From an optimization exercise on the open Yosys and OpenROAD flow, aimed at small area, a short achievable clock period and few clock cycles per item; shortcuts taken in it are not production practice.
RTL that was checked went through simulation tests only; none was proved equivalent to the original.
No functional check of the RTL was part of run 1.

### design/flow/design.v
module sha256_core (
    input  wire         clk,
    input  wire         st_ld,
    input  wire [255:0] st_val,
    input  wire         w_ld,
    input  wire [511:0] w_val,
    input  wire         w_ins,
    input  wire [31:0]  ins_val,
    input  wire         rnd_en,
    input  wire         ff_en,
    input  wire         ffn,         
    input  wire [31:0]  x_nx,
    input  wire [31:0]  y_nx,
    input  wire [31:0]  k_nx,        
    output wire [255:0] st,
    output wire [31:0]  w0
);
    reg [31:0] a, b, c, d, e, f, g, h;
    reg [31:0] w [0:15];
    reg [31:0] p, q;
    assign st = {a, b, c, d, e, f, g, h};
    assign w0 = w[0];
    wire [31:0] s1  = {e[5:0], e[31:6]} ^ {e[10:0], e[31:11]} ^ {e[24:0], e[31:25]};
    wire [31:0] ch  = (e & f) ^ (~e & g);
    wire [31:0] s0  = {a[1:0], a[31:2]} ^ {a[12:0], a[31:13]} ^ {a[21:0], a[31:22]};
    wire [31:0] mj  = (a & b) | (c & (a | b));
    wire [31:0] x1s = s1 ^ ch ^ s0;
    wire [31:0] x1c = ((s1 & ch) | (s0 & (s1 | ch))) << 1;
    wire [31:0] x2s = x1s ^ x1c ^ p;
    wire [31:0] x2c = ((x1s & x1c) | (p & (x1s | x1c))) << 1;
    wire [31:0] x3s = x2s ^ x2c ^ mj;
    wire [31:0] x3c = ((x2s & x2c) | (mj & (x2s | x2c))) << 1;
    wire [31:0] a_rnd = x3s + x3c;
    wire [31:0] y1s = s1 ^ ch ^ q;
    wire [31:0] y1c = ((s1 & ch) | (q & (s1 | ch))) << 1;
    wire [31:0] e_rnd = y1s + y1c;
    wire [31:0] ls0  = {w[1][6:0], w[1][31:7]} ^ {w[1][17:0], w[1][31:18]} ^ (w[1] >> 3);
    wire [31:0] ls1  = {w[14][16:0], w[14][31:17]} ^ {w[14][18:0], w[14][31:19]} ^ (w[14] >> 10);
    wire [31:0] wnew = ls1 + w[9] + ls0 + w[0];
    wire        shift = rnd_en | ff_en;
    wire [31:0] a_nx = st_ld ? st_val[255:224] : rnd_en ? a_rnd : ff_en ? p : a;
    wire [31:0] b_nx = st_ld ? st_val[223:192] : shift ? a : b;
    wire [31:0] c_nx = st_ld ? st_val[191:160] : shift ? b : c;
    wire [31:0] d_nx = st_ld ? st_val[159:128] : shift ? c : d;
    wire [31:0] e_nx = st_ld ? st_val[127:96]  : rnd_en ? e_rnd : ff_en ? q : e;
    wire [31:0] f_nx = st_ld ? st_val[95:64]   : shift ? e : f;
    wire [31:0] g_nx = st_ld ? st_val[63:32]   : shift ? f : g;
    wire [31:0] h_nx = st_ld ? st_val[31:0]    : shift ? g : h;
    wire        wsh   = rnd_en | w_ins;
    wire [31:0] w0_nx = w_ld ? w_val[511:480] : wsh ? w[1] : w[0];
    wire [31:0] p_nx = (ffn ? d_nx : h_nx) + (ffn ? x_nx : w0_nx) + (ffn ? 32'd0 : k_nx);
    wire [31:0] q_nx = h_nx + (ffn ? y_nx : w0_nx) + (ffn ? 32'd0 : d_nx) + (ffn ? 32'd0 : k_nx);
    integer i;
    always @(posedge clk) begin
        a <= a_nx; b <= b_nx; c <= c_nx; d <= d_nx;
        e <= e_nx; f <= f_nx; g <= g_nx; h <= h_nx;
        p <= p_nx;
        q <= q_nx;
        if (w_ld) begin
            for (i = 0; i < 16; i = i + 1)
                w[i] <= w_val[511 - 32*i -: 32];
        end else if (wsh) begin
            for (i = 0; i < 15; i = i + 1)
                w[i] <= w[i+1];
            w[15] <= w_ins ? ins_val : wnew;
        end
    end
endmodule
module nasccl_schedgen (
    input  wire         clk,
    input  wire         rst,
    input  wire         start,
    input  wire [13:0]  table_count,
    input  wire [10:0]  seed_len,
    output wire         idle,
    input  wire         seed_valid,
    input  wire [7:0]   seed_data,
    output wire         seed_ready,
    output reg          out_valid,
    output wire [255:0] out_data,
    input  wire         out_ready
);
    localparam [255:0] SHA256_IV = {
        32'h6a09e667, 32'hbb67ae85, 32'h3c6ef372, 32'ha54ff53a,
        32'h510e527f, 32'h9b05688c, 32'h1f83d9ab, 32'h5be0cd19};
    localparam [3:0] S_IDLE  = 4'd0,    
                     S_INIT  = 4'd1,    
                     S_COLL  = 4'd2,    
                     S_CMP   = 4'd3,    
                     S_WB    = 4'd4,    
                     S_KDIST = 4'd5,    
                     S_ROT   = 4'd6,    
                     S_L0    = 4'd7,    
                     S_HAND  = 4'd8;    
    localparam [1:0] C_BLK = 2'd0, C_KEY = 2'd1, C_ITEM = 2'd2;
    reg  [3:0]   state;
    reg          idle_r;
    reg  [13:0]  tc_q;
    reg  [10:0]  sl_q;
    reg  [7:0]   xb;           
    reg          lng;          
    reg          sready;
    reg  [10:0]  cnt_in;       
    reg          bv_q, bl_q;   
    reg  [7:0]   bd_q;
    reg  [23:0]  stage;        
    reg  [1:0]   bpos;
    reg  [3:0]   wcnt;         
    reg          pdone;        
    reg          need80;       
    reg          lenblk;       
    reg          lastblk;      
    reg          first_blk;
    reg          run, ffa;
    reg  [5:0]   rnd, kx;
    reg  [1:0]   ffk;
    reg  [1:0]   ctx;
    reg          ffiv;         
    reg  [16:0]  ctr;          
    reg          a_real, b_real;
    reg  [255:0] ist, ost;     
    wire [255:0] a_st, b_st;
    wire [31:0]  a_w0, b_w0;
    assign idle       = idle_r;
    assign seed_ready = sready;
    assign out_data   = b_st;
    wire [8:0] tc_fold = {3'b000, tc_q[13:8]} + {1'b0, tc_q[7:0]};
    wire [7:0] tc_mod  = tc_fold[8]             ? tc_fold[7:0] + 8'd1 :
                         (tc_fold[7:0] == 8'hff) ? 8'd0 : tc_fold[7:0];
    wire        in_coll = (state == S_COLL);
    wire        pad_b   = in_coll && pdone && (bpos != 2'd0);    
    wire        pad_w   = in_coll && pdone && (bpos == 2'd0);    
    wire        in_rot  = (state == S_ROT);
    wire        push    = bv_q | pad_b;                          
    wire [7:0]  sb      = bv_q ? (bd_q ^ xb) : (need80 ? 8'h80 : 8'h00);
    wire        lenword = lenblk && !need80 && (wcnt == 4'd15);
    wire [31:0] pw      = need80 ? 32'h80000000 :
                          (lng && lenword) ? {18'd0, sl_q, 3'b000} : 32'd0;
    wire        ins     = (push && bpos == 2'd3) || pad_w || in_rot;
    wire [31:0] iword   = in_rot ? ((wcnt[3] == 1'b0) ? b_w0 : 32'd0) :
                          pad_w  ? pw : {stage, sb};
    wire        padx    = !lng || in_rot;
    wire [31:0] ins_a   = iword ^ (padx ? 32'h36363636 : 32'd0);
    wire [31:0] ins_b   = iword ^ (padx ? 32'h5c5c5c5c : 32'd0);
    wire        full    = ins && (wcnt == 4'd15);
    wire        marker  = need80 && (pad_b || pad_w);
    wire hand_go = (state == S_HAND) && !out_valid;
    wire ld_iv   = (state == S_INIT) || (state == S_KDIST);
    wire st_ld   = ld_iv || hand_go;
    wire aw_ld   = (state == S_L0) || hand_go;
    wire bw_ld   = (state == S_KDIST) || hand_go;
    wire ffn     = (run && rnd == 6'd63) || (ffa && ffk != 2'd3);
    wire [1:0] xj = run ? 2'd0 : ffk + 2'd1;      
    reg  [31:0] k_nx;
    always @(*) begin
        case (kx)
            6'd0:  k_nx = 32'h428a2f98; 6'd1:  k_nx = 32'h71374491;
            6'd2:  k_nx = 32'hb5c0fbcf; 6'd3:  k_nx = 32'he9b5dba5;
            6'd4:  k_nx = 32'h3956c25b; 6'd5:  k_nx = 32'h59f111f1;
            6'd6:  k_nx = 32'h923f82a4; 6'd7:  k_nx = 32'hab1c5ed5;
            6'd8:  k_nx = 32'hd807aa98; 6'd9:  k_nx = 32'h12835b01;
            6'd10: k_nx = 32'h243185be; 6'd11: k_nx = 32'h550c7dc3;
            6'd12: k_nx = 32'h72be5d74; 6'd13: k_nx = 32'h80deb1fe;
            6'd14: k_nx = 32'h9bdc06a7; 6'd15: k_nx = 32'hc19bf174;
            6'd16: k_nx = 32'he49b69c1; 6'd17: k_nx = 32'hefbe4786;
            6'd18: k_nx = 32'h0fc19dc6; 6'd19: k_nx = 32'h240ca1cc;
            6'd20: k_nx = 32'h2de92c6f; 6'd21: k_nx = 32'h4a7484aa;
            6'd22: k_nx = 32'h5cb0a9dc; 6'd23: k_nx = 32'h76f988da;
            6'd24: k_nx = 32'h983e5152; 6'd25: k_nx = 32'ha831c66d;
            6'd26: k_nx = 32'hb00327c8; 6'd27: k_nx = 32'hbf597fc7;
            6'd28: k_nx = 32'hc6e00bf3; 6'd29: k_nx = 32'hd5a79147;
            6'd30: k_nx = 32'h06ca6351; 6'd31: k_nx = 32'h14292967;
            6'd32: k_nx = 32'h27b70a85; 6'd33: k_nx = 32'h2e1b2138;
            6'd34: k_nx = 32'h4d2c6dfc; 6'd35: k_nx = 32'h53380d13;
            6'd36: k_nx = 32'h650a7354; 6'd37: k_nx = 32'h766a0abb;
            6'd38: k_nx = 32'h81c2c92e; 6'd39: k_nx = 32'h92722c85;
            6'd40: k_nx = 32'ha2bfe8a1; 6'd41: k_nx = 32'ha81a664b;
            6'd42: k_nx = 32'hc24b8b70; 6'd43: k_nx = 32'hc76c51a3;
            6'd44: k_nx = 32'hd192e819; 6'd45: k_nx = 32'hd6990624;
            6'd46: k_nx = 32'hf40e3585; 6'd47: k_nx = 32'h106aa070;
            6'd48: k_nx = 32'h19a4c116; 6'd49: k_nx = 32'h1e376c08;
            6'd50: k_nx = 32'h2748774c; 6'd51: k_nx = 32'h34b0bcb5;
            6'd52: k_nx = 32'h391c0cb3; 6'd53: k_nx = 32'h4ed8aa4a;
            6'd54: k_nx = 32'h5b9cca4f; 6'd55: k_nx = 32'h682e6ff3;
            6'd56: k_nx = 32'h748f82ee; 6'd57: k_nx = 32'h78a5636f;
            6'd58: k_nx = 32'h84c87814; 6'd59: k_nx = 32'h8cc70208;
            6'd60: k_nx = 32'h90befffa; 6'd61: k_nx = 32'ha4506ceb;
            6'd62: k_nx = 32'hbef9a3f7; default: k_nx = 32'hc67178f2;
        endcase
    end
    reg  [31:0] ax, ay, bx, by, ivx, ivy;
    always @(*) begin
        case (xj)
            2'd0: begin ax = ist[159:128]; ay = ist[31:0];
                        bx = ost[159:128]; by = ost[31:0];
                        ivx = SHA256_IV[159:128]; ivy = SHA256_IV[31:0]; end
            2'd1: begin ax = ist[191:160]; ay = ist[63:32];
                        bx = ost[191:160]; by = ost[63:32];
                        ivx = SHA256_IV[191:160]; ivy = SHA256_IV[63:32]; end
            2'd2: begin ax = ist[223:192]; ay = ist[95:64];
                        bx = ost[223:192]; by = ost[95:64];
                        ivx = SHA256_IV[223:192]; ivy = SHA256_IV[95:64]; end
            default: begin ax = ist[255:224]; ay = ist[127:96];
                        bx = ost[255:224]; by = ost[127:96];
                        ivx = SHA256_IV[255:224]; ivy = SHA256_IV[127:96]; end
        endcase
    end
    wire [511:0] a_wval = {32'd0, 15'd0, ctr, 32'h80000000, 384'd0, 32'd576};
    wire [511:0] b_wval = {a_st, 32'h80000000, 192'd0, 32'd768};
    sha256_core u_a (
        .clk     (clk),
        .st_ld   (st_ld),
        .st_val  (ld_iv ? SHA256_IV : ist),
        .w_ld    (aw_ld),
        .w_val   (a_wval),
        .w_ins   (ins),
        .ins_val (ins_a),
        .rnd_en  (run),
        .ff_en   (ffa),
        .ffn     (ffn),
        .x_nx    (ffiv ? ivx : ax),
        .y_nx    (ffiv ? ivy : ay),
        .k_nx    (k_nx),
        .st      (a_st),
        .w0      (a_w0)
    );
    sha256_core u_b (
        .clk     (clk),
        .st_ld   (st_ld),
        .st_val  (ld_iv ? SHA256_IV : ost),
        .w_ld    (bw_ld),
        .w_val   (b_wval),
        .w_ins   (ins),
        .ins_val (ins_b),
        .rnd_en  (run),
        .ff_en   (ffa),
        .ffn     (ffn),
        .x_nx    (ffiv ? ivx : bx),
        .y_nx    (ffiv ? ivy : by),
        .k_nx    (k_nx),
        .st      (b_st),
        .w0      (b_w0)
    );
    wire take   = seed_valid && sready;
    wire cdone  = ffa && (ffk == 2'd3);
    always @(posedge clk) begin
        if (idle_r) begin
            tc_q <= table_count;
            sl_q <= seed_len;
        end
        bd_q <= seed_data;
        bl_q <= (cnt_in + 11'd1 == sl_q);
        if (push)
            stage <= {stage[15:0], sb};
        if (state == S_WB || state == S_L0)
            ist <= a_st;
        if (state == S_L0)
            ost <= b_st;
    end
    always @(posedge clk) begin
        if (rst) begin
            state     <= S_IDLE;
            idle_r    <= 1'b1;
            out_valid <= 1'b0;
            sready    <= 1'b0;
            bv_q      <= 1'b0;
            run       <= 1'b0;
            ffa       <= 1'b0;
            rnd       <= 6'd0;
            kx        <= 6'd0;
            ffk       <= 2'd0;
        end else begin
            bv_q <= take;
            if (take) begin
                cnt_in <= cnt_in + 11'd1;
                if ((cnt_in + 11'd1 == sl_q) || (lng && cnt_in[5:0] == 6'd63))
                    sready <= 1'b0;
            end
            if (run && rnd == 6'd60 && ctx == C_BLK && cnt_in != sl_q)
                sready <= 1'b1;
            if (push) begin
                bpos <= bpos + 2'd1;
                if (bv_q && bl_q)
                    pdone <= 1'b1;
            end
            if (ins)
                wcnt <= wcnt + 4'd1;
            if (full)
                lenblk <= 1'b1;
            else if (marker)
                lenblk <= (wcnt <= 4'd13);
            if (marker)
                need80 <= 1'b0;
            if (run) begin
                rnd <= rnd + 6'd1;
                kx  <= (rnd == 6'd63) ? 6'd0 : kx + 6'd1;
                if (rnd == 6'd63) begin
                    run <= 1'b0;
                    ffa <= 1'b1;
                    ffk <= 2'd0;
                end
            end
            if (ffa) begin
                ffk <= ffk + 2'd1;
                if (ffk == 2'd3)
                    ffa <= 1'b0;
            end
            case (state)
                S_IDLE: begin
                    if (start) begin
                        idle_r <= 1'b0;
                        state  <= S_INIT;
                    end
                end
                S_INIT: begin
                    xb        <= tc_mod;
                    lng       <= (sl_q > 11'd64);
                    need80    <= (sl_q > 11'd64);
                    pdone     <= (sl_q == 11'd0);
                    sready    <= (sl_q != 11'd0);
                    cnt_in    <= 11'd0;
                    bpos      <= 2'd0;
                    wcnt      <= 4'd0;
                    lenblk    <= 1'b0;
                    first_blk <= 1'b1;
                    ctr       <= 17'd0;
                    state     <= S_COLL;
                end
                S_COLL: begin
                    if (full) begin
                        run     <= 1'b1;
                        rnd     <= 6'd0;
                        kx      <= 6'd1;
                        state   <= S_CMP;
                        ctx     <= lng ? C_BLK : C_KEY;
                        ffiv    <= !lng || first_blk;
                        lastblk <= lenword;
                    end
                end
                S_CMP: begin
                    if (cdone) begin
                        case (ctx)
                            C_BLK:  state <= lastblk ? S_KDIST : S_WB;
                            C_KEY:  state <= S_L0;
                            default: begin
                                out_valid <= b_real;
                                state     <= S_HAND;
                            end
                        endcase
                    end
                end
                S_WB: begin
                    first_blk <= 1'b0;
                    state     <= S_COLL;
                end
                S_KDIST: begin
                    wcnt  <= 4'd0;
                    state <= S_ROT;
                end
                S_ROT: begin
                    if (full) begin
                        run   <= 1'b1;
                        rnd   <= 6'd0;
                        kx    <= 6'd1;
                        state <= S_CMP;
                        ctx   <= C_KEY;
                        ffiv  <= 1'b1;
                    end
                end
                S_L0: begin
                    ctr    <= 17'd1;
                    a_real <= 1'b1;
                    b_real <= 1'b0;
                    run    <= 1'b1;
                    rnd    <= 6'd0;
                    kx     <= 6'd1;
                    ctx    <= C_ITEM;
                    ffiv   <= 1'b0;
                    state  <= S_CMP;
                end
                S_HAND: begin
                    if (out_valid) begin
                        if (out_ready) begin
                            out_valid <= 1'b0;
                            if (!a_real) begin
                                idle_r <= 1'b1;
                                state  <= S_IDLE;
                            end
                        end
                    end else begin
                        b_real <= a_real;
                        a_real <= (ctr < {tc_q, 3'b000});
                        ctr    <= ctr + 17'd1;
                        run    <= 1'b1;
                        rnd    <= 6'd0;
                        kx     <= 6'd1;
                        state  <= S_CMP;
                    end
                end
                default: state <= S_IDLE;
            endcase
        end
    end
endmodule
### design/flow/run.sh
#!/bin/bash
# synth_recipe.tcl (not shown) runs the flow's synth.tcl, then flattens the netlist and writes it again
# the make line also repeats each setting of config.mk as NAME=value (left out here)
make -C /OpenROAD-flow-scripts/flow DESIGN_CONFIG=/design/flow/config.mk WORK_HOME=/design/flow/orfs CLKGATE_MAP_FILE= SYNTH_SCRIPT=/design/flow/synth_recipe.tcl finish
### design/flow/config.mk
export PLATFORM = sky130hd
export DESIGN_NAME = nasccl_schedgen
export DESIGN_NICKNAME = nasccl_schedgen
export VERILOG_FILES = /design/flow/design.v
export SDC_FILE = /design/flow/constraint.sdc
export NUM_CORES = 8
export LEC_CHECK = 0
export CAP_MARGIN = 20
export CORE_MARGIN = 2
export CORE_UTILIZATION = 40
export SLEW_MARGIN = 20
### design/flow/constraint.sdc
create_clock -name core_clock -period 10.0 [get_ports {clk}]
set_input_delay 2.0000 -clock core_clock [delete_from_list [all_inputs] [get_ports {clk}]]
set_output_delay 2.0000 -clock core_clock [all_outputs]
set_load 0.01 [all_outputs]
==> flow_summary_export.csv, run 1 <==
group,metric,value,unit
outcome,outcome,"complete, no violations",
critical_path,path_class,"reg -> reg",
critical_path,startpoint_type,"register",
worst_hold_path,hp-start,"u_b.w[13][8]",
critical_path,r2r_cells,20,
floorplan,floorplan.initialDensity,0.4016,
global_routing,grt_pass1_vias,97835,
detailed_routing,wire_per_inst,28.67,um
place,placed_area,0.1372,mm2
critical_path,worst_ep_required_time,10.79,ns
detailed_routing,drt_first_pass_iters,10,
worst_hold_path,hold_depth,2,
layout,drive_gt1_frac,0.05486,
layout,nets,14758,
logic_synthesis,ys_warn_count,3,
timing,worst_pin_slew,1.375,ns
critical_path,timing.rr.start,"state[1]",
logic_synthesis,ys_types,103,
floorplan,die_x,574.1,um
cts,clk_pin_slew,0.06,ns
logic_synthesis,synth-edff-count,1239,
cts,cts_max_path_buffers,4,
logic_synthesis,synth_area,0.1300,mm2
timing,slew_headroom,0.07877,
detailed_routing,drt_iter0_drc,15459,
run,max_cap_viol_count,0,
cts,cts_made_buffers,269,
logic_synthesis,yosysMostFrequentCell,"nand2_1",
cts,cts.hold.buffers_added,0,
timing,layout_worst_path_cycle_share,0.7491,
timing,drv_slew,0,
floorplan,dieArea,0.3296,mm2
logic_synthesis,ys_seq_area_frac,0.4562,
cts,ctsResizeCount,0,
critical_path,rr_endpoint,"u_b.q[30]",
critical_path,cp_data_arrival_time,8.28,ns
detailed_routing,viasPerCell,5.794,
logic_synthesis,postSynth.asyncResetShare,0,
timing,grt_setup_unrepaired,"no",
critical_path,worstPathCellList,"nor3b_2 > o21ai_0 > nand3_4 > buf_12 > nand2_1 > a31oi_1 > and2_1 > a21oi_1 > fa_1 > fa_1 > inv_1 > ha_1 > nand2_1 > nor2_1 > nor4bb_1 > nor2_1 > o21ai_0 > a211o_1 > a21oi_1 > xnor2_1",
timing,finClkSkew,0.06724,ns
logic_synthesis,netlist.area_leader.share,0.2862,
logic_synthesis,syn_nets,14867,
logic_synthesis,synth_common_cells,"3173 x nand2_1, 1358 x a21oi_1, 1239 x edfxtp_1",
layout,syn2layout_area_growth,12.31,%
logic_synthesis,synth.largest_area_cell,"edfxtp_1",
layout,fillers,31262,
global_routing,grt_pass1_wl,738600,um
floorplan,rows,209,
cts,cts_root_buffer,"clkbuf_16",
detailed_routing,drc,0,
global_routing,grt-ovfl-total,0,
logic_synthesis,synth.avg_cell_area,9.349,um2
worst_hold_path,hp-class,"reg -> reg",
layout,fin_area,0.1460,mm2
critical_path,crit_fanout,80,
cts,cts_setup_buffers,0,
cts,cts_max_level,5,
critical_path,endpoint_kind,"register",
logic_synthesis,netlist_top_cells_area,"edfxtp_1 29%, dfxtp_1 17%, nand2_1 9.2%, fa_1 8.6%, a21oi_1 5.2%",
timing,fmax,133.5,MHz
global_routing,grt_max_degree,224,
detailed_routing,vias,106360,
place,dp_hpwl,388100,um
floorplan,coreArea,0.3237,mm2
logic_synthesis,synth_ff_type,"edfxtp_1",
place,place.port_buffers,296,
global_routing,antenna_found_initial,45,
critical_path,critPathSlowestCell,"nor4bb_1",
worst_hold_path,min_to,"u_b.w[12][8]",
cts,cts_sinks,2343,
cts,clk_latency,0.94,ns
floorplan,die_h,574.1,um
floorplan,io_pins,297,
timing,hold_viol_final,0,
logic_synthesis,synth-seq-cells,2343,
critical_path,reg2reg_slack,2.51,ns
detailed_routing,routed_wl,526400,um
critical_path,critPathMaxStageDelay,0.75,ns
place,finalWeightedCongestion,1.041,
timing,timing.hold.ws,0.4373,ns
cts,cts_tree,"yes",
detailed_routing,antenna_left,0,
logic_synthesis,postSynthCellCount,13905,
global_routing,groute.usage.overall,0.3090,
timing,fin_setup_tns,0,ns
timing,setup_viol,0,
timing,period_needed,7.491,ns
kinds of logic after synthesis:
| group | count (synthesis) | share of synthesized area |
|---|---|---|
| compound gates | 2973 | 0.1378 |
| fa+ha+maj | 986 | 0.1261 |
| mux | 306 | 0.02374 |
| buf+inv | 1976 | 0.05867 |
| flops | 2343 | 0.4562 |
| xor+xnor | 858 | 0.05781 |
| simple gates | 4463 | 0.1397 |
routing by layer:
metal / global-route usage / part of all wire
met5: 0 / 0.00041
met4: 0.1294 / 0.048
met3: 0.08805 / 0.13
met2: 0.4297 / 0.41
met1: 0.4456 / 0.42
flip-flops by register name (all words and copies together) (netlist names), 256 cells and up:
signal,count
ist,256
ost,256
u_a.w,512
u_b.w,512
area by class of cell:
type	count	area [um2]	share of cell area
multi-input cells	9586	63380	0.4341
inverters	1052	3966	0.02717
flip-flops and latches	2343	59310	0.4062
repair buffers	544	5141	0.03521
clock inverters	119	1107	0.007584
clock buffers	374	7649	0.05239
well taps	4325	5411	0.03707
diodes	14	35.03	0.0002400
per-stage QoR:
step	std cells	setup slack, ns	util
2_1_floorplan	13905	0.8100	-
3_3_place_gp	17849	2.477	0.4237
3_5_place_dp	17850	2.769	0.4237
4_1_cts	18343	2.700	0.4508
5_1_grt	18344	2.359	0.4509
6_report	18357	2.509	0.4510
critical path: cells and delay by family (launching register included):
| family | cells | cell delay, ns |
|---|---|---|
| AO/OA/AOI/OAI | 6 | 2.02 |
| XOR/XNOR | 1 | 0.12 |
| adder cells (fa/ha/maj) | 3 | 1.33 |
| buffers and inverters | 2 | 0.47 |
| flip-flops | 1 | 0.73 |
| AND/OR/NAND/NOR | 8 | 2.63 |
cell usage in the layout, fill, tap and decap left out, types with 40 or more instances in the layout:
| cell type | n |
|---|---|
| o21a_1 | 69 |
| clkbuf_1 | 60 |
| a211oi_1 | 105 |
| a31oi_1 | 142 |
| dfxtp_1 | 1103 |
| mux2i_1 | 292 |
| ha_1 | 359 |
| nor2_1 | 593 |
| o211ai_1 | 57 |
| xor2_1 | 214 |
| nand2_1 | 3166 |
| nor3_1 | 117 |
| a21o_1 | 128 |
| and2_1 | 55 |
| buf_4 | 222 |
| edfxtp_1 | 1239 |
| o31ai_1 | 47 |
| nand3_1 | 225 |
| a21oi_1 | 1353 |
| maj3_1 | 62 |
| clkinv_2 | 40 |
| and3_1 | 49 |
| clkbuf_16 | 276 |
| inv_1 | 1044 |
| a222oi_1 | 118 |
| fa_1 | 561 |
| nand2b_1 | 60 |
| a22oi_1 | 44 |
| o21ai_0 | 568 |
| clkdlybuf4s50_1 | 296 |
| o22ai_1 | 56 |
| xnor2_1 | 642 |
how the worst max path moves through the flow:
stage	endpoint	cells after the start	startpoint
after floorplan	u_a.q[31]	19	state[3]
after detailed placement	u_a.q[31]	22	run
after CTS	u_b.q[30]	20	state[1]
final	u_b.q[30]	20	state[1]
after global routing	u_b.q[31]	22	state[1]
after global placement	u_a.q[31]	21	run
==> run 2, diff against run 1 <==
--- a/design/flow/design.v
+++ b/design/flow/design.v
@@ -8,61 +8,78 @@
     input  wire [31:0]  ins_val,
     input  wire         rnd_en,
     input  wire         ff_en,
-    input  wire         ffn,         
-    input  wire [31:0]  x_nx,
-    input  wire [31:0]  y_nx,
-    input  wire [31:0]  k_nx,        
+    input  wire [31:0]  k,           
+    input  wire [31:0]  x,
+    input  wire [31:0]  y,
     output wire [255:0] st,
     output wire [31:0]  w0
 );
     reg [31:0] a, b, c, d, e, f, g, h;
-    reg [31:0] w [0:15];
-    reg [31:0] p, q;
+    reg [31:0] w [0:14];
+    reg [31:0] w15s, w15c;
     assign st = {a, b, c, d, e, f, g, h};
     assign w0 = w[0];
     wire [31:0] s1  = {e[5:0], e[31:6]} ^ {e[10:0], e[31:11]} ^ {e[24:0], e[31:25]};
     wire [31:0] ch  = (e & f) ^ (~e & g);
     wire [31:0] s0  = {a[1:0], a[31:2]} ^ {a[12:0], a[31:13]} ^ {a[21:0], a[31:22]};
     wire [31:0] mj  = (a & b) | (c & (a | b));
+    wire [31:0] wop = rnd_en ? w[0] : 32'd0;
+    wire [31:0] us  = h ^ k ^ wop;
+    wire [31:0] uc  = ((h & k) | (wop & (h | k))) << 1;
     wire [31:0] x1s = s1 ^ ch ^ s0;
     wire [31:0] x1c = ((s1 & ch) | (s0 & (s1 | ch))) << 1;
-    wire [31:0] x2s = x1s ^ x1c ^ p;
-    wire [31:0] x2c = ((x1s & x1c) | (p & (x1s | x1c))) << 1;
-    wire [31:0] x3s = x2s ^ x2c ^ mj;
-    wire [31:0] x3c = ((x2s & x2c) | (mj & (x2s | x2c))) << 1;
+    wire [31:0] z1s = us ^ uc ^ mj;
+    wire [31:0] z1c = ((us & uc) | (mj & (us | uc))) << 1;
+    wire [31:0] x2s = x1s ^ x1c ^ z1s;
+    wire [31:0] x2c = ((x1s & x1c) | (z1s & (x1s | x1c))) << 1;
+    wire [31:0] x3s = x2s ^ x2c ^ z1c;
+    wire [31:0] x3c = ((x2s & x2c) | (z1c & (x2s | x2c))) << 1;
     wire [31:0] a_rnd = x3s + x3c;
-    wire [31:0] y1s = s1 ^ ch ^ q;
-    wire [31:0] y1c = ((s1 & ch) | (q & (s1 | ch))) << 1;
-    wire [31:0] e_rnd = y1s + y1c;
-    wire [31:0] ls0  = {w[1][6:0], w[1][31:7]} ^ {w[1][17:0], w[1][31:18]} ^ (w[1] >> 3);
-    wire [31:0] ls1  = {w[14][16:0], w[14][31:17]} ^ {w[14][18:0], w[14][31:19]} ^ (w[14] >> 10);
-    wire [31:0] wnew = ls1 + w[9] + ls0 + w[0];
+    wire [31:0] dg  = rnd_en ? d : 32'd0;
+    wire [31:0] s1y = rnd_en ? s1 : y;
+    wire [31:0] chg = rnd_en ? ch : 32'd0;
+    wire [31:0] vs  = dg ^ us ^ uc;
+    wire [31:0] vc  = ((dg & us) | (uc & (dg | us))) << 1;
+    wire [31:0] y1s = s1y ^ chg ^ vs;
+    wire [31:0] y1c = ((s1y & chg) | (vs & (s1y | chg))) << 1;
+    wire [31:0] y2s = y1s ^ y1c ^ vc;
+    wire [31:0] y2c = ((y1s & y1c) | (vc & (y1s | y1c))) << 1;
+    wire [31:0] e_new = y2s + y2c;
+    wire [31:0] ls0 = {w[1][6:0], w[1][31:7]} ^ {w[1][17:0], w[1][31:18]} ^ (w[1] >> 3);
+    wire [31:0] ls1 = {w[14][16:0], w[14][31:17]} ^ {w[14][18:0], w[14][31:19]} ^ (w[14] >> 10);
+    wire [31:0] t1s = ls1 ^ w[9] ^ ls0;
+    wire [31:0] t1c = ((ls1 & w[9]) | (ls0 & (ls1 | w[9]))) << 1;
+    wire [31:0] ns  = t1s ^ t1c ^ w[0];
+    wire [31:0] nc  = ((t1s & t1c) | (w[0] & (t1s | t1c))) << 1;
+    wire [31:0] ca   = ff_en ? d : w15s;
+    wire [31:0] cb   = ff_en ? x : w15c;
+    wire [31:0] csum = ca + cb;
     wire        shift = rnd_en | ff_en;
-    wire [31:0] a_nx = st_ld ? st_val[255:224] : rnd_en ? a_rnd : ff_en ? p : a;
-    wire [31:0] b_nx = st_ld ? st_val[223:192] : shift ? a : b;
-    wire [31:0] c_nx = st_ld ? st_val[191:160] : shift ? b : c;
-    wire [31:0] d_nx = st_ld ? st_val[159:128] : shift ? c : d;
-    wire [31:0] e_nx = st_ld ? st_val[127:96]  : rnd_en ? e_rnd : ff_en ? q : e;
-    wire [31:0] f_nx = st_ld ? st_val[95:64]   : shift ? e : f;
-    wire [31:0] g_nx = st_ld ? st_val[63:32]   : shift ? f : g;
-    wire [31:0] h_nx = st_ld ? st_val[31:0]    : shift ? g : h;
-    wire        wsh   = rnd_en | w_ins;
-    wire [31:0] w0_nx = w_ld ? w_val[511:480] : wsh ? w[1] : w[0];
-    wire [31:0] p_nx = (ffn ? d_nx : h_nx) + (ffn ? x_nx : w0_nx) + (ffn ? 32'd0 : k_nx);
-    wire [31:0] q_nx = h_nx + (ffn ? y_nx : w0_nx) + (ffn ? 32'd0 : d_nx) + (ffn ? 32'd0 : k_nx);
     integer i;
     always @(posedge clk) begin
-        a <= a_nx; b <= b_nx; c <= c_nx; d <= d_nx;
-        e <= e_nx; f <= f_nx; g <= g_nx; h <= h_nx;
-        p <= p_nx;
-        q <= q_nx;
+        if (st_ld) begin
+            {a, b, c, d, e, f, g, h} <= st_val;
+        end else if (shift) begin
+            a <= rnd_en ? a_rnd : csum;
+            b <= a;
+            c <= b;
+            d <= c;
+            e <= e_new;
+            f <= e;
+            g <= f;
+            h <= g;
+        end
         if (w_ld) begin
-            for (i = 0; i < 16; i = i + 1)
-                w[i] <= w_val[511 - 32*i -: 32];
-        end else if (wsh) begin
             for (i = 0; i < 15; i = i + 1)
+                w[i] <= w_val[511 - 32*i -: 32];
+            w15s <= w_val[31:0];
+            w15c <= 32'd0;
+        end else if (rnd_en | w_ins) begin
+            for (i = 0; i < 14; i = i + 1)
                 w[i] <= w[i+1];
-            w[15] <= w_ins ? ins_val : wnew;
+            w[14] <= csum;
+            w15s  <= w_ins ? ins_val : ns;
+            w15c  <= w_ins ? 32'd0 : nc;
         end
     end
 endmodule
@@ -112,7 +129,8 @@
     reg          lastblk;      
     reg          first_blk;
     reg          run, ffa;
-    reg  [5:0]   rnd, kx;
+    reg  [5:0]   rnd;
+    reg  [31:0]  kreg;         
     reg  [1:0]   ffk;
     reg  [1:0]   ctx;
     reg          ffiv;         
@@ -144,16 +162,15 @@
     wire [31:0] ins_b   = iword ^ (padx ? 32'h5c5c5c5c : 32'd0);
     wire        full    = ins && (wcnt == 4'd15);
     wire        marker  = need80 && (pad_b || pad_w);
-    wire hand_go = (state == S_HAND) && !out_valid;
+    wire hand_go = (state == S_HAND) && (!out_valid || out_ready);
     wire ld_iv   = (state == S_INIT) || (state == S_KDIST);
     wire st_ld   = ld_iv || hand_go;
     wire aw_ld   = (state == S_L0) || hand_go;
     wire bw_ld   = (state == S_KDIST) || hand_go;
-    wire ffn     = (run && rnd == 6'd63) || (ffa && ffk != 2'd3);
-    wire [1:0] xj = run ? 2'd0 : ffk + 2'd1;      
-    reg  [31:0] k_nx;
+    wire [1:0] xj = ffk;                           
+    reg  [31:0] k_nx;                              
     always @(*) begin
-        case (kx)
+        case (rnd + 6'd1)
             6'd0:  k_nx = 32'h428a2f98; 6'd1:  k_nx = 32'h71374491;
             6'd2:  k_nx = 32'hb5c0fbcf; 6'd3:  k_nx = 32'he9b5dba5;
             6'd4:  k_nx = 32'h3956c25b; 6'd5:  k_nx = 32'h59f111f1;
@@ -217,10 +234,9 @@
         .ins_val (ins_a),
         .rnd_en  (run),
         .ff_en   (ffa),
-        .ffn     (ffn),
-        .x_nx    (ffiv ? ivx : ax),
-        .y_nx    (ffiv ? ivy : ay),
-        .k_nx    (k_nx),
+        .k       (kreg),
+        .x       (ffiv ? ivx : ax),
+        .y       (ffiv ? ivy : ay),
         .st      (a_st),
         .w0      (a_w0)
     );
@@ -234,10 +250,9 @@
         .ins_val (ins_b),
         .rnd_en  (run),
         .ff_en   (ffa),
-        .ffn     (ffn),
-        .x_nx    (ffiv ? ivx : bx),
-        .y_nx    (ffiv ? ivy : by),
-        .k_nx    (k_nx),
+        .k       (kreg),
+        .x       (ffiv ? ivx : bx),
+        .y       (ffiv ? ivy : by),
         .st      (b_st),
         .w0      (b_w0)
     );
@@ -267,7 +282,7 @@
             run       <= 1'b0;
             ffa       <= 1'b0;
             rnd       <= 6'd0;
-            kx        <= 6'd0;
+            kreg      <= 32'd0;
             ffk       <= 2'd0;
         end else begin
             bv_q <= take;
@@ -293,7 +308,7 @@
                 need80 <= 1'b0;
             if (run) begin
                 rnd <= rnd + 6'd1;
-                kx  <= (rnd == 6'd63) ? 6'd0 : kx + 6'd1;
+                kreg <= (rnd == 6'd63) ? 32'd0 : k_nx;
                 if (rnd == 6'd63) begin
                     run <= 1'b0;
                     ffa <= 1'b1;
@@ -330,7 +345,7 @@
                     if (full) begin
                         run     <= 1'b1;
                         rnd     <= 6'd0;
-                        kx      <= 6'd1;
+                        kreg    <= 32'h428a2f98;
                         state   <= S_CMP;
                         ctx     <= lng ? C_BLK : C_KEY;
                         ffiv    <= !lng || first_blk;
@@ -361,7 +376,7 @@
                     if (full) begin
                         run   <= 1'b1;
                         rnd   <= 6'd0;
-                        kx    <= 6'd1;
+                        kreg  <= 32'h428a2f98;
                         state <= S_CMP;
                         ctx   <= C_KEY;
                         ffiv  <= 1'b1;
@@ -373,28 +388,26 @@
                     b_real <= 1'b0;
                     run    <= 1'b1;
                     rnd    <= 6'd0;
-                    kx     <= 6'd1;
+                    kreg   <= 32'h428a2f98;
                     ctx    <= C_ITEM;
                     ffiv   <= 1'b0;
                     state  <= S_CMP;
                 end
                 S_HAND: begin
-                    if (out_valid) begin
-                        if (out_ready) begin
-                            out_valid <= 1'b0;
-                            if (!a_real) begin
-                                idle_r <= 1'b1;
-                                state  <= S_IDLE;
-                            end
+                    if (!out_valid || out_ready) begin
+                        out_valid <= 1'b0;
+                        if (out_valid && !a_real) begin
+                            idle_r <= 1'b1;
+                            state  <= S_IDLE;
+                        end else begin
+                            b_real <= a_real;
+                            a_real <= (ctr < {tc_q, 3'b000});
+                            ctr    <= ctr + 17'd1;
+                            run    <= 1'b1;
+                            rnd    <= 6'd0;
+                            kreg   <= 32'h428a2f98;
+                            state  <= S_CMP;
                         end
-                    end else begin
-                        b_real <= a_real;
-                        a_real <= (ctr < {tc_q, 3'b000});
-                        ctr    <= ctr + 17'd1;
-                        run    <= 1'b1;
-                        rnd    <= 6'd0;
-                        kx     <= 6'd1;
-                        state  <= S_CMP;
                     end
                 end
                 default: state <= S_IDLE;
--- a/design/flow/config.mk
+++ b/design/flow/config.mk
@@ -5,7 +5,9 @@
 export SDC_FILE = /design/flow/constraint.sdc
 export NUM_CORES = 8
 export LEC_CHECK = 0
+export ABC_AREA = 1
 export CAP_MARGIN = 20
 export CORE_MARGIN = 2
 export CORE_UTILIZATION = 40
+export SETUP_SLACK_MARGIN = 5
 export SLEW_MARGIN = 20
==> flow_summary_export.csv, run 2 <==
group,metric,value,unit
logic_synthesis,synth.largest_area_cell,"edfxtp_1",
cts,cts.hold.buffers_added,0,
global_routing,groute.usage.overall,0.3371,
global_routing,antenna_found_initial,48,
global_routing,grt_max_degree,203,
timing,fin_ws,4.798,ns
critical_path,critPathSlowestCell,"clkdlybuf4s50_1",
worst_hold_path,hp-class,"reg -> reg",
timing,fin_setup_tns,0,ns
logic_synthesis,synth-edff-count,1399,
critical_path,critPathLaunch,"out_ready",
global_routing,grt_pass1_vias,99365,
logic_synthesis,synth_area,0.1270,mm2
logic_synthesis,synth_common_cells,"2860 x nand2_1, 2520 x inv_1, 1399 x edfxtp_1",
floorplan,floorplan.initialDensity,0.4025,
critical_path,crit_family,"buffers and inverters",
global_routing,grt_pass1_wl,769400,um
worst_hold_path,hp-start,"u_a.c[3]",
place,placed_area,0.1337,mm2
critical_path,path_class,"in -> reg",
place,finalWeightedCongestion,1.034,
cts,cts_made_buffers,243,
critical_path,timing.rr.start,"run",
detailed_routing,drt_iter0_drc,17132,
timing,period_needed,5.202,ns
place,dp_hpwl,416300,um
critical_path,crit_fanout,80,
detailed_routing,antenna_left,0,
critical_path,worstPathCellList,"clkdlybuf4s50_1 > nor2_4 > nor2_4 > buf_8 > clkinv_16 > nand2_8 > inv_8 > nand3_4 > buf_6 > buf_6",
layout,final_cells,18771,
critical_path,worst_ep_required_time,10.55,ns
place,place_ws,2.852,ns
timing,setup_viol,0,
logic_synthesis,ys_seq_area_frac,0.4683,
logic_synthesis,synth.avg_cell_area,8.971,um2
layout,layout_commonest_cell,"nand2_1",
place,place.port_buffers,296,
cts,clk_pin_slew,0.06,ns
layout,final_cell_mix,"2696 x nand2_1, 2434 x inv_1, 1399 x edfxtp_1",
logic_synthesis,postSynth.asyncResetShare,0,
cts,clk_latency,0.95,ns
layout,drive_gt1_frac,0.1202,
layout,fillers,30441,
detailed_routing,viasPerCell,5.760,
timing,layout_worst_path_cycle_share,0.5202,
critical_path,critPathMaxStageDelay,0.56,ns
detailed_routing,drc,0,
timing,drv_slew,0,
logic_synthesis,netlist.area_leader.share,0.3308,
cts,cts_max_path_buffers,4,
timing,worst_pin_slew,1.257,ns
critical_path,cp_data_arrival_time,5.75,ns
cts,cts_tree,"yes",
cts,cts_sinks,2271,
logic_synthesis,ys_warn_count,3,
floorplan,rows,206,
layout,top_regs,"u_a.w x480, u_b.w x480",
timing,fmax,192.2,MHz
critical_path,endpoint_kind,"register",
critical_path,startpoint_type,"input pin",
timing,timing.hold.ws,0.4364,ns
cts,cts_max_level,4,
logic_synthesis,synth_ff_type,"edfxtp_1",
layout,postLayoutCoreUtil,0.4732,
floorplan,die_x,567.4,um
global_routing,grt-ovfl-total,0,
detailed_routing,vias,108124,
timing,finClkSkew,0.06434,ns
timing,hold_viol_final,0,
logic_synthesis,netlist_top_cells_area,"edfxtp_1 33%, dfxtp_1 14%, fa_1 9.7%, nand2_1 8.5%, inv_1 7.4%",
place,dp.cells,18082,
logic_synthesis,ys_types,61,
run,max_cap_viol_count,0,
floorplan,die_h,567.4,um
layout,fin_area,0.1493,mm2
logic_synthesis,yosysMostFrequentCell,"nand2_1",
floorplan,coreArea,0.3155,mm2
timing,grt_setup_unrepaired,"yes",
logic_synthesis,synth-seq-cells,2271,
timing,slew_headroom,0.1529,
layout,syn2layout_area_growth,17.57,%
critical_path,path_buf_inv,6,
floorplan,dieArea,0.3220,mm2
logic_synthesis,postSynthCellCount,14154,
detailed_routing,routed_wl,564200,um
cts,cts_root_buffer,"clkbuf_16",
layout,seq_area,0.05949,mm2
detailed_routing,drt_first_pass_iters,9,
logic_synthesis,syn_nets,15047,
layout,multiInputGateArea,0.05956,mm2
layout,nets,15279,
outcome,outcome,"complete, no violations",
floorplan,io_pins,297,
detailed_routing,wire_per_inst,30.06,um
-- run 2: cell types whose count changed after synthesis, sizes merged, moves of 118 or more --
cell    change
inv      +1481
a21oi     -653
o21ai     +532
o22ai     +524
xnor2     -367
nand2     -303
mux2i     -296
nand3     +283
dfxtp     -232
clkbuf    -208
edfxtp    +160
ha        -123
a222oi    -118
-- run 2: routing by layer --
layer,part of all wire,wire length (um),global-route usage,up-vias
met5,0.00052,293,0,-
met4,0.070,39770,0.1897,34
met3,0.14,80090,0.1093,1318
met2,0.40,225400,0.4664,7260
met1,0.39,218600,0.4609,52817
li1,-,-,-,46695
-- run 2: cell type report --
| class | instances | share of cell area |
|---|---|---|
| clock buffers | 318 | 0.04487 |
| well taps | 4160 | 0.03487 |
| multi-input cells | 8673 | 0.3989 |
| diodes | 21 | 0.0003520 |
| inverters | 2536 | 0.06513 |
| clock inverters | 131 | 0.009856 |
| repair buffers | 661 | 0.04746 |
| flip-flops and latches | 2271 | 0.3985 |
-- run 2: cell families (layout without fill, tap and decap cells) --
family          count (synthesis)  after routing  synth area share
flops                        2271           2271            0.4683
xor+xnor                      588            588           0.04056
compound gates               2858           2858            0.1307
simple gates                 4355           4361            0.1400
other cells                     0             21                 0
buf+inv                      3216           3646           0.09892
fa+ha+maj                     866            866            0.1215
-- run 2: what timing repair did --
action | in CTS | in global routing
setup buffers | 96 | 95
pin swaps | 83 | 216
gates cloned | 19 | 9
setup endpoints to repair | 1826 | 615
gates resized for setup | 592 | 697
-- run 2: worst paths after layout --
check | end | slack [ns] | cells past startpoint
setup reg to reg | u_a.e[21] | 4.83 | 22
setup / recovery | u_b.e[9] | 4.80 | 10
hold reg to reg | ist[163] | 0.44 | 0
hold / removal | ist[163] | 0.44 | 0
Testbench counts of run 2, summed over its fixed seeds: cycles 56,875, items 712.

[what the ideal ports hide]
How much do the figures lean on ideal ports? The routed layouts below were timed once more, with nothing changed but the port constraints. Step 1 (the two cells are an assumption about what drives the block):
set clk [get_ports {clk}]
set_driving_cell -lib_cell sky130_fd_sc_hd__clkbuf_16 $clk
set_driving_cell -lib_cell sky130_fd_sc_hd__buf_2 [delete_from_list [all_inputs] $clk]
Step 2, shift: input delay + t, output delay - t, t = (earliest + latest rising clock arrival at the registers) / 2. This alone moves slack from input paths to output paths. Slacks: no drivers / after step 1 / after step 2; pairs: no drivers / after step 1.
run | shift t [ns] | slack for setup (ns) | latest minus earliest clock arrival (ns)
run 1 | 1.019 | 2.509 / 2.509 / 2.509 | 0.076 / 0.076
run 2 | 1.027 | 4.798 / 4.825 / 3.850 | 0.064 / 0.064
After both steps every run listed still meets setup and hold. The setup slack of run 2, which loses most, moves by +0.027 ns with the drivers and by -0.948 ns with both steps.
